From an optimization exercise on the open Yosys and OpenROAD flow, aimed at a short achievable clock period; shortcuts taken in it are not production practice. Function not checked in this run: the RTL went through the layout flow alone. The clock cells of this run come from the design's own scripts or RTL, not from TritonCTS. No driver is modelled on the clock port, so clock power and skew are understated where the tree is cut down; a real chip needs a root buffer or a tree. Power figures rest on the tool's default switching activity, not on a simulated workload.

[flow/design.v]
module fcp #(
    parameter PMAX = 64                  
) (
    input  wire        clk,
    input  wire        rst,              
    input  wire        req_valid,
    input  wire [35:0] req,
    output reg         rsp_valid,
    output reg  [49:0] rsp
);
    localparam [7:0] PROTO_VER = 8'h03;
    localparam [7:0] CS_INIT   = 8'hFF;
    function [7:0] pp_add;
        input [7:0] x;
        input [7:0] y;
        reg   [7:0] g, p, t, g1, t1, g2, t2, g3;
        integer n;
        begin
            g = x & y;
            p = x ^ y;
            t = x | y;
            for (n = 0; n < 8; n = n + 1) begin
                if (n >= 1) begin
                    g1[n] = g[n] | ((x[n] & x[n-1]) & y[n-1])
                                 | ((y[n] & x[n-1]) & y[n-1]);
                    t1[n] = t[n] & t[n-1];
                end else begin
                    g1[n] = g[n];
                    t1[n] = t[n];
                end
            end
            for (n = 0; n < 8; n = n + 1) begin
                if (n >= 2) begin
                    g2[n] = g1[n] | (t1[n] & g1[n-2]);
                    t2[n] = t1[n] & t1[n-2];
                end else begin
                    g2[n] = g1[n];
                    t2[n] = t1[n];
                end
            end
            for (n = 0; n < 8; n = n + 1) begin
                if (n >= 4)
                    g3[n] = g2[n] | (t2[n] & g2[n-4]);
                else
                    g3[n] = g2[n];
            end
            pp_add = p ^ {g3[6:0], 1'b0};
        end
    endfunction
    function [7:0] csa_s;
        input [7:0] x;
        input [7:0] y;
        input [7:0] z;
        csa_s = x ^ y ^ z;
    endfunction
    function [7:0] csa_c;
        input [7:0] x;
        input [7:0] y;
        input [7:0] z;
        reg   [7:0] m;
        begin
            m     = (x & y) | (x & z) | (y & z);
            csa_c = {m[6:0], 1'b0};
        end
    endfunction
    wire [3:0]  opsel = req[35:32];
    wire [31:0] arg   = req[31:0];
    wire [7:0]  b     = arg[7:0];
    wire [15:0] s_len = arg[31:16];
    reg         st_idle, st_fill, st_emit;    
    reg  [7:0]  acc_s;       
    reg  [7:0]  acc_c;
    reg  [7:0]  t_type;
    reg  [7:0]  t_id;
    reg  [6:0]  t_len;       
    reg  [PMAX-1:0] pc;      
    reg  [6:0]  prem;        
    reg         prem1;       
    reg         prem2;       
    reg         wen;         
    reg  [7:0]  wd;
    reg  [6:0]  kh;          
    reg  [6:0]  eidx;
    reg         elast;       
    reg         sp;          
    reg  [5:0]  hc;          
    reg         hvalid;
    reg  [47:0] hdr;         
    reg  [7:0]  pbuf [0:PMAX-1];
    wire o_csinit  = (opsel == 4'h1);
    wire o_csadd   = (opsel == 4'h2);
    wire o_csfin   = (opsel == 4'h3);
    wire o_encst   = (opsel == 4'h4);
    wire o_encpay  = (opsel == 4'h5);
    wire o_encemit = (opsel == 4'h6);
    wire o_abort   = (opsel == 4'h7);
    wire o_push    = (opsel == 4'h8);
    wire o_get     = (opsel == 4'h9);
    wire o_hdclr   = (opsel == 4'hA);
    wire o_pack    = (opsel == 4'hB);
    wire o_unpack  = (opsel == 4'hC);
    wire o_ill     = (opsel[3:2] == 2'b11) && (opsel[1:0] != 2'b00);
    wire len_hi0   = ~|s_len[15:7];
    wire len_lo0   = ~|s_len[5:0];
    wire len_zero  = len_hi0 && !s_len[6] && len_lo0;
    wire len_big   = !len_hi0 || (s_len[6] && !len_lo0);
    wire len_nz_ok = len_hi0 && (s_len[6] ? len_lo0 : !len_lo0);    
    wire plast     = wen ? prem2 : prem1;
    wire v         = req_valid && !rst;
    wire a_csinit  = v && o_csinit && st_idle;
    wire a_csadd   = v && o_csadd  && st_idle;
    wire a_encst   = v && o_encst  && st_idle && !len_big;
    wire a_encpay  = v && o_encpay && st_fill;
    wire a_emit    = v && o_encemit && st_emit;
    wire a_abort   = v && o_abort;
    wire a_push    = v && o_push;
    wire a_hdclr   = v && o_hdclr;
    wire [7:0]  pay_head = sp ? pbuf[1] : pbuf[0];
    wire [7:0]  acc_n = ~pp_add(acc_s, acc_c);     
    wire [7:0]  ebyte = ({8{kh[0]}} & acc_n)
                      | ({8{kh[1]}} & PROTO_VER)
                      | ({8{kh[2]}} & t_type)
                      | ({8{kh[3]}} & t_id)
                      | ({8{kh[4]}} & {1'b0, t_len})
                      | ({8{kh[6]}} & pay_head);
    wire [47:0] hdr_g = hdr & {48{hvalid}};
    wire g_cs   = o_csfin && st_idle;
    wire g_em   = o_encemit && st_emit;
    wire [1:0]  status;
    assign status[0] = ((o_csinit || o_csadd || o_csfin || o_encst) && !st_idle)
                     || (o_encpay && !st_fill)
                     || (o_encemit && !st_emit)
                     || (o_get && !hvalid)
                     || o_ill;
    assign status[1] = (o_encst && st_idle && len_big) || o_ill;
    wire [31:0] pack_w   = {arg[27:6], arg[5:0], 4'b0000};
    wire [31:0] unpack_w = {arg[2:0], arg[3], arg[31:10], arg[9:4]};
    wire [47:0] data = ({48{g_cs}}     & {40'd0, acc_n})
                     | ({48{g_em}}     & {39'd0, elast, ebyte})
                     | ({48{o_push}}   & {47'd0, hc[5]})
                     | ({48{o_get}}    & hdr_g)
                     | ({48{o_pack}}   & {16'd0, pack_w})
                     | ({48{o_unpack}} & {16'd0, unpack_w});
    always @(posedge clk) begin
        rsp_valid <= v;
        rsp       <= {status, data};
    end
    wire stay = !rst && !a_abort;
    always @(posedge clk) begin
        st_idle <= rst || a_abort
                || (st_idle && !a_encst)
                || (a_emit && elast);
        st_fill <= stay && ((st_fill && !(a_encpay && plast))
                         || (a_encst && !len_zero));
        st_emit <= stay && ((st_emit && !(a_emit && elast))
                         || (a_encpay && plast)
                         || (a_encst && len_zero));
    end
    wire [7:0] hs1 = csa_s(arg[7:0], arg[15:8], s_len[7:0]);
    wire [7:0] hc1 = csa_c(arg[7:0], arg[15:8], s_len[7:0]);
    always @(posedge clk) begin
        if (rst || a_csinit) begin
            acc_s <= CS_INIT;
            acc_c <= 8'd0;
        end else if (a_encst) begin
            acc_s <= csa_s(hs1, hc1, 8'd2);
            acc_c <= csa_c(hs1, hc1, 8'd2);
        end else if (a_csadd || a_encpay) begin
            acc_s <= csa_s(acc_s, acc_c, b);
            acc_c <= csa_c(acc_s, acc_c, b);
        end
    end
    always @(posedge clk) begin
        if (st_idle) begin
            t_type <= arg[7:0];
            t_id   <= arg[15:8];
            t_len  <= s_len[6:0];
        end
    end
    always @(posedge clk) begin
        if (st_idle) begin
            pc    <= {{(PMAX-1){1'b0}}, 1'b1};
            prem  <= s_len[6:0];
            prem1 <= (s_len[6:0] == 7'd1);
            prem2 <= (s_len[6:0] == 7'd2);
        end else if (wen) begin
            pc    <= {pc[PMAX-2:0], 1'b0};
            prem  <= prem - 7'd1;
            prem1 <= (prem == 7'd2);
            prem2 <= (prem == 7'd3);
        end
        wen <= a_encpay;
        wd  <= b;
    end
    integer i;
    always @(posedge clk) begin
        for (i = 0; i < PMAX; i = i + 1) begin
            if (sp) begin
                if (i < PMAX - 1)
                    pbuf[i] <= pbuf[i+1];
            end else if (wen && pc[i]) begin
                pbuf[i] <= wd;
            end
        end
    end
    always @(posedge clk) begin
        if (!st_emit) begin
            kh    <= 7'b0000001;
            eidx  <= 7'd0;
            elast <= 1'b0;
        end else if (a_emit) begin
            kh    <= kh[6] ? kh : {kh[5:0], 1'b0};
            eidx  <= eidx + 7'd1;
            elast <= (eidx == t_len + 7'd4);
        end
        sp <= a_emit && kh[6];
    end
    always @(posedge clk) begin
        if (rst || a_hdclr) begin
            hc     <= 6'b000001;
            hvalid <= 1'b0;
        end else if (a_push) begin
            hc <= {hc[4:0], hc[5]};
            if (hc[0]) hvalid <= 1'b0;
            if (hc[5]) hvalid <= 1'b1;
        end
    end
    genvar g;
    generate
        for (g = 0; g < 6; g = g + 1) begin : g_hdr
            always @(posedge clk)
                if (a_push && hc[g])
                    hdr[8*g +: 8] <= b;
        end
    endgenerate
endmodule
[flow/flow/run.sh]
#!/bin/bash
# Standard layout, with the clock tree built by flow/tree.tcl (two levels of
# clkbuf_16) instead of TritonCTS. Full output of the ORFS run goes to
# flow_standard.log in the work folder; ORFS's own per-step logs stay under orfs/logs.
set -euo pipefail
W=$(pwd)
export PRE_CTS_TCL="$W/flow/tree.tcl"
bash standard.sh > "$W/flow_standard.log" 2>&1
[flow/flow/tree.tcl]
# PRE_CTS hook: build a two-level clock tree by hand in place of TritonCTS.
# The clock port drives NROOT clkbuf_16 buffers; each drives the clkbuf_16
# leaf buffers of its region; each leaf drives at most LEAF_MAX flip-flops.
# Regions and leaf clusters come from recursive bisection of the flip-flop
# positions (alternating x and y at the median).

set LEAF_MAX 28
set NROOT_LEVELS 2   ;# 2 bisections -> 4 root buffers
set BUF sky130_fd_sc_hd__clkbuf_16

set db    [ord::get_db]
set block [ord::get_db_block]
set master [$db findMaster $BUF]
set clknet [$block findNet clk]

# Port buffers: the flow leaves delay cells (clkdlybuf4s50_1) at the ports;
# use plain buffers so the port paths start fast.
foreach bt [$block getBTerms] {
  set net [$bt getNet]
  if {[$net getName] == "clk"} continue
  foreach it [$net getITerms] {
    set inst [$it getInst]
    if {[$bt getIoType] == "INPUT"} {
      replace_cell [$inst getName] sky130_fd_sc_hd__buf_8
    } else {
      replace_cell [$inst getName] sky130_fd_sc_hd__buf_4
    }
  }
}

set sinks {}
foreach it [$clknet getITerms] {
  set inst [$it getInst]
  set bb [$inst getBBox]
  set x [expr {([$bb xMin] + [$bb xMax]) / 2}]
  set y [expr {([$bb yMin] + [$bb yMax]) / 2}]
  lappend sinks [list $x $y $it]
}
puts "tree.tcl: [llength $sinks] clock sinks"

proc bisect {items axis} {
  set s [lsort -integer -index $axis $items]
  set h [expr {[llength $s] / 2}]
  return [list [lrange $s 0 [expr {$h - 1}]] [lrange $s $h end]]
}

# split items until each part has at most max entries
proc split_to {items axis max} {
  if {[llength $items] <= $max} { return [list $items] }
  lassign [bisect $items $axis] a b
  set na [expr {1 - $axis}]
  return [concat [split_to $a $na $max] [split_to $b $na $max]]
}

proc split_levels {items axis levels} {
  if {$levels == 0} { return [list $items] }
  lassign [bisect $items $axis] a b
  set na [expr {1 - $axis}]
  return [concat [split_levels $a $na [expr {$levels - 1}]] [split_levels $b $na [expr {$levels - 1}]]]
}

proc centroid {items} {
  set sx 0; set sy 0
  foreach e $items { set sx [expr {$sx + [lindex $e 0]}]; set sy [expr {$sy + [lindex $e 1]}] }
  set n [llength $items]
  return [list [expr {$sx / $n}] [expr {$sy / $n}]]
}

proc place_buf {block master name x y} {
  set inst [odb::dbInst_create $block $master $name]
  set w [[$inst getMaster] getWidth]
  set h [[$inst getMaster] getHeight]
  $inst setLocation [expr {$x - $w / 2}] [expr {$y - $h / 2}]
  $inst setPlacementStatus PLACED
  return $inst
}

set regions [split_levels $sinks 0 $NROOT_LEVELS]
set r 0
set nleaf 0
foreach reg $regions {
  set leaves [split_to $reg [expr {$NROOT_LEVELS % 2}] $LEAF_MAX]
  set rnet [odb::dbNet_create $block "clknet_r$r"]
  $rnet setSigType CLOCK
  set lc {}
  foreach lf $leaves {
    lassign [centroid $lf] x y
    lappend lc [list $x $y]
    set li [place_buf $block $master "clkbuf_leaf_r${r}_$nleaf" $x $y]
    set lnet [odb::dbNet_create $block "clknet_leaf_$nleaf"]
    $lnet setSigType CLOCK
    [$li findITerm X] connect $lnet
    [$li findITerm A] connect $rnet
    foreach e $lf {
      set it [lindex $e 2]
      $it disconnect
      $it connect $lnet
    }
    incr nleaf
  }
  lassign [centroid $lc] x y
  set ri [place_buf $block $master "clkbuf_root_$r" $x $y]
  [$ri findITerm X] connect $rnet
  [$ri findITerm A] connect $clknet
  incr r
}
$clknet setSigType CLOCK
puts "tree.tcl: $r root buffers, $nleaf leaf buffers"

global_connect
set_propagated_clock [all_clocks]

# TritonCTS is replaced by the tree above
rename clock_tree_synthesis clock_tree_synthesis_unused
proc clock_tree_synthesis {args} { puts "tree.tcl: clock tree built by hand, TritonCTS skipped" }
[flow/standard.sh]
#!/bin/bash
# synth_recipe.tcl (not shown) runs the flow's synth.tcl, then flattens the netlist and writes it again
# the make line also repeats each setting of config.mk as NAME=value (left out here)
make -C /OpenROAD-flow-scripts/flow DESIGN_CONFIG=/design/flow/config.mk WORK_HOME=/design/flow/orfs CLKGATE_MAP_FILE= SYNTH_SCRIPT=/design/flow/synth_recipe.tcl "${@:-finish}"
[flow/config.mk]
export PLATFORM = sky130hd
export DESIGN_NAME = fcp
export DESIGN_NICKNAME = fcp
export VERILOG_FILES = /design/flow/design.v
export SDC_FILE = /design/flow/constraint.sdc
export NUM_CORES = 4
export LEC_CHECK = 0
export ABC_CLOCK_PERIOD_IN_PS = 800
export CAP_MARGIN = 20
export CORE_MARGIN = 2
export CORE_UTILIZATION = 40
export PLACE_DENSITY = 0.6
export SETUP_SLACK_MARGIN = 2.75
export SLEW_MARGIN = 20
[flow/constraint.sdc]
create_clock -name core_clock -period 4.5 [get_ports {clk}]
set_input_delay 0.9000 -clock core_clock [delete_from_list [all_inputs] [get_ports {clk}]]
set_output_delay 0.9000 -clock core_clock [all_outputs]
set_load 0.01 [all_outputs]
==> summary.txt <==
metrics by stage:
step	util [%]	instance area, sq um	instances	total power [mW]	worst slack [ns]
final	48.0	35800	3694	11.6	2.28
after global routing	48.0	35800	3694	12.0	2.26
after CTS	47.1	35200	3662	11.7	2.24
after detailed placement	43.4	32400	3530	8.19	0.991
after global placement	43.4	32400	3530	8.18	1.06
after floorplan	-	30900	2620	7.97	1.88
report_power, final:
| group | switching (mW) | internal [mW] |
|---|---|---|
| combinational | 0.354 | 0.256 |
| clock | 2.00 | 1.44 |
| sequential | 0.0305 | 7.54 |
| total | 2.38 | 9.24 |
layout make-up:
type | count | area, sq um
buffer | 36 | 901
multi-input combinational | 1657 | 9300
sequential | 757 | 21100
inverter | 42 | 208
timing repair buffer | 233 | 3070
tap | 969 | 1210
fill | 6550 | 38900
worst min path at each step:
stage / from / end / slack [ns] / cells after the start
floorplan: wd[0] / pbuf[63][0] / 0.41 / 0
global placement: hdr[43] / rsp[43] / 0.44 / 1
detailed placement: hdr[44] / rsp[44] / 0.43 / 1
CTS: hdr[42] / rsp[42] / 0.45 / 1
global route: hdr[42] / rsp[42] / 0.47 / 1
finish: hdr[42] / rsp[42] / 0.45 / 1
cell families after synthesis:
family | count (synthesis) | share of synthesized area, %
simple gates | 1291 | 17.2
flops | 757 | 69.5
buf+inv | 218 | 2.76
compound gates | 200 | 4.91
mux | 93 | 3.08
fa+ha+maj | 36 | 1.81
xor+xnor | 25 | 0.722
worst max-delay path: stages:
cell and delay (ns):
buf_12 0.10, or3_4 0.38, o41a_1 0.36, or3_4 0.42
a221o_1 0.34
Yosys cell counts (6+ instances only):
master / n / share of area (%)
a211oi_1: 8 / 0.20
mux2i_1: 91 / 3.0
nand2b_1: 13 / 0.27
fa_1: 13 / 0.86
a221oi_1: 8 / 0.23
nor3b_1: 10 / 0.25
a22oi_1: 26 / 0.64
buf_1: 17 / 0.21
dfxtp_1: 165 / 11
clkbuf_1: 155 / 1.9
a21oi_1: 13 / 0.21
nand2_1: 1087 / 13
o21ai_0: 20 / 0.33
a21o_1: 67 / 1.7
o211ai_1: 6 / 0.15
xor2_1: 9 / 0.26
xnor2_1: 16 / 0.46
nand3_1: 6 / 0.099
and2_1: 19 / 0.39
nor3_1: 9 / 0.15
a222oi_1: 9 / 0.30
a31oi_1: 6 / 0.12
nor4_1: 11 / 0.23
edfxtp_1: 592 / 59
inv_1: 42 / 0.52
nor2_1: 89 / 1.1
ha_1: 23 / 0.95
sequential cells by signal (all words and copies together) (netlist names), 6 cells and up:
name,count
pbuf,512
pc,64
rsp,50
hdr,48
acc_s,8
t_id,8
t_type,8
wd,8
acc_c,7
eidx,7
kh,7
prem,7
t_len,7
hc,6
metal layers:
| metal | routed length, um | GRT usage, % | vias up |
|---|---|---|---|
| li1 | - | - | 9102 |
| met1 | 33100 | 26.3 | 9866 |
| met2 | 36500 | 31.5 | 617 |
| met3 | 4420 | 2.65 | 129 |
| met4 | 2130 | 4.78 | 0 |
| met5 | 0 | 0 | - |
repair_timing:
item / 4_1_cts / 5_1_grt
buffers inserted: 75 / 28
endpoints found under the setup margin: 1268 / 290
gates resized for setup: 195 / 88
hold endpoints to repair: 0 / 0
cloned: 21 / 4
hold buffers: 0 / 0
pin swaps: 29 / 34
cell usage in the layout, fill, tap and decap left out, types with 6 or more instances in the layout:
master and instances:
o211ai_1 6, a211oi_2 6, buf_12 21, buf_8 44, edfxtp_1 592, inv_8 6, a222oi_1 9, a21o_2 14
nor4_1 8, buf_4 70, nor3b_1 8, xor2_1 9, nand2b_4 11, dfxtp_2 45, nand2_4 7, a21o_1 53
a22oi_2 25, buf_16 7, and3_4 8, nor2_1 84, a31oi_1 6, fa_1 13, bufbuf_16 11, ha_1 23
buf_6 79, clkbuf_16 37, a21oi_2 10, and2_1 19, nand2_1 1077, inv_1 35, a221oi_1 7, o21ai_0 16
mux2i_1 89, dfxtp_1 117, nor3_1 7, xnor2_1 15
==> impl_metrics.env <==
export IMPL_status="complete, no violations"
export IMPL_wl_um=76200
export IMPL_clk_pin_slew_ns=0.09
export IMPL_first_global_vias=19700
export IMPL_hold_violations=0
export IMPL_drc=0
export IMPL_yosysWarnings=2
export IMPL_grt_total_usage_pct=18.9
export IMPL_gr_total_overflow=0
export IMPL_nets=2802
export IMPL_initial_core_util_pct=40.6
export IMPL_dr_pass1_iters=5
export IMPL_die_area_sq_um=78000
export IMPL_place_gp_congestion=0.827
export IMPL_setup_tns_ns=0
export IMPL_numPortBuffers=89
export IMPL_antenna_found_initial=0
export IMPL_ys_async_sr_fraction_pct=0
export IMPL_design_core_area_sq_um=74700
export IMPL_ant_nets=0
export IMPL_p_leak_nw=13.3
export IMPL_viasPerCell=5.34
export IMPL_synth_area_sq_um=30300
export IMPL_ir_drop_mv=0.310
export IMPL_drtIter0Drc=1759
export IMPL_fin_skew_ns=0.0337
export IMPL_die_height_um=279
export IMPL_holdWs_ns=0.449
export IMPL_die_w_um=279
export IMPL_synth_fp_nets=2695
export IMPL_synth_edff_count=592
export IMPL_max_cap_violations=0
export IMPL_wl_per_cell_um=20.6
export IMPL_grt_max_degree=84
export IMPL_ff2ff_path_depth=5
export IMPL_setup_worst_path_start_class="input port"
export IMPL_hp_class="reg -> reg"
export IMPL_rows=100
export IMPL_worstReg2RegStart="st_emit"
export IMPL_r2r_slack_ns=2.64
export IMPL_ys_ff_latch=757
export IMPL_rsz0062_at_grt="true"
export IMPL_tightest_slew_ns=0.652
export IMPL_ys_seq_area_share_pct=69.5
export IMPL_max_freq_mhz=450
export IMPL_syn_inst=2620
export IMPL_synth_cell_types=68
export IMPL_clk_latency_ns=0.40
export IMPL_powerDensity_nw_per_um2=324
export IMPL_fin_crit_sh_pct=49.4
export IMPL_cp_required_ns=4.77
export IMPL_drive_gt1_share_pct=17.3
export IMPL_endpoint_kind="register"
export IMPL_path_max_fanout=5
export IMPL_syn2layout_area_growth_pct=18.2
export IMPL_fin_crit_ns=2.22
export IMPL_arrival_ns=2.50
export IMPL_crit_type="in -> reg"
export IMPL_io_pins=90
export IMPL_synthFlopType="edfxtp_1"
export IMPL_vias=19700
export IMPL_relSlewSlack_pct=56.5
export IMPL_antenna_cells=0
export IMPL_grt_pass1_wl_um=117000
export IMPL_rr_endpoint="eidx[4]"
export IMPL_slew_violations=0
export IMPL_syn_area_per_cell_sq_um=11.6
export IMPL_worstSetupEndpoint="st_idle"
export IMPL_setup_viol=0
export IMPL_dp_hpwl_um=41500
export IMPL_crit_start="req[18]"

[separate check: timing with driven ports]
Ports are ideal in the flow. The routed layout listed here was re-timed in OpenROAD. Step 1 sets driving cells, clkbuf_16 on the clock port and buf_2 on the other inputs (assumed; they add their load-dependent delay and slew). Step 2 also shifts input and output timing later by t, the mid clock arrival at the registers, as if the neighbouring blocks saw the same clock. Three values: no drivers, after step 1, after step 2; two values: the first two.
t, ns: 0.515
setup WS [ns]: 2.277 / 2.353 / 1.838
clock arrival spread, ns: 0.036 / 0.036
cell pins on the clock port's net: 4
After both steps this run still meets setup and hold. The setup slack of this run moves by +0.076 ns with the drivers and by -0.439 ns with both steps.
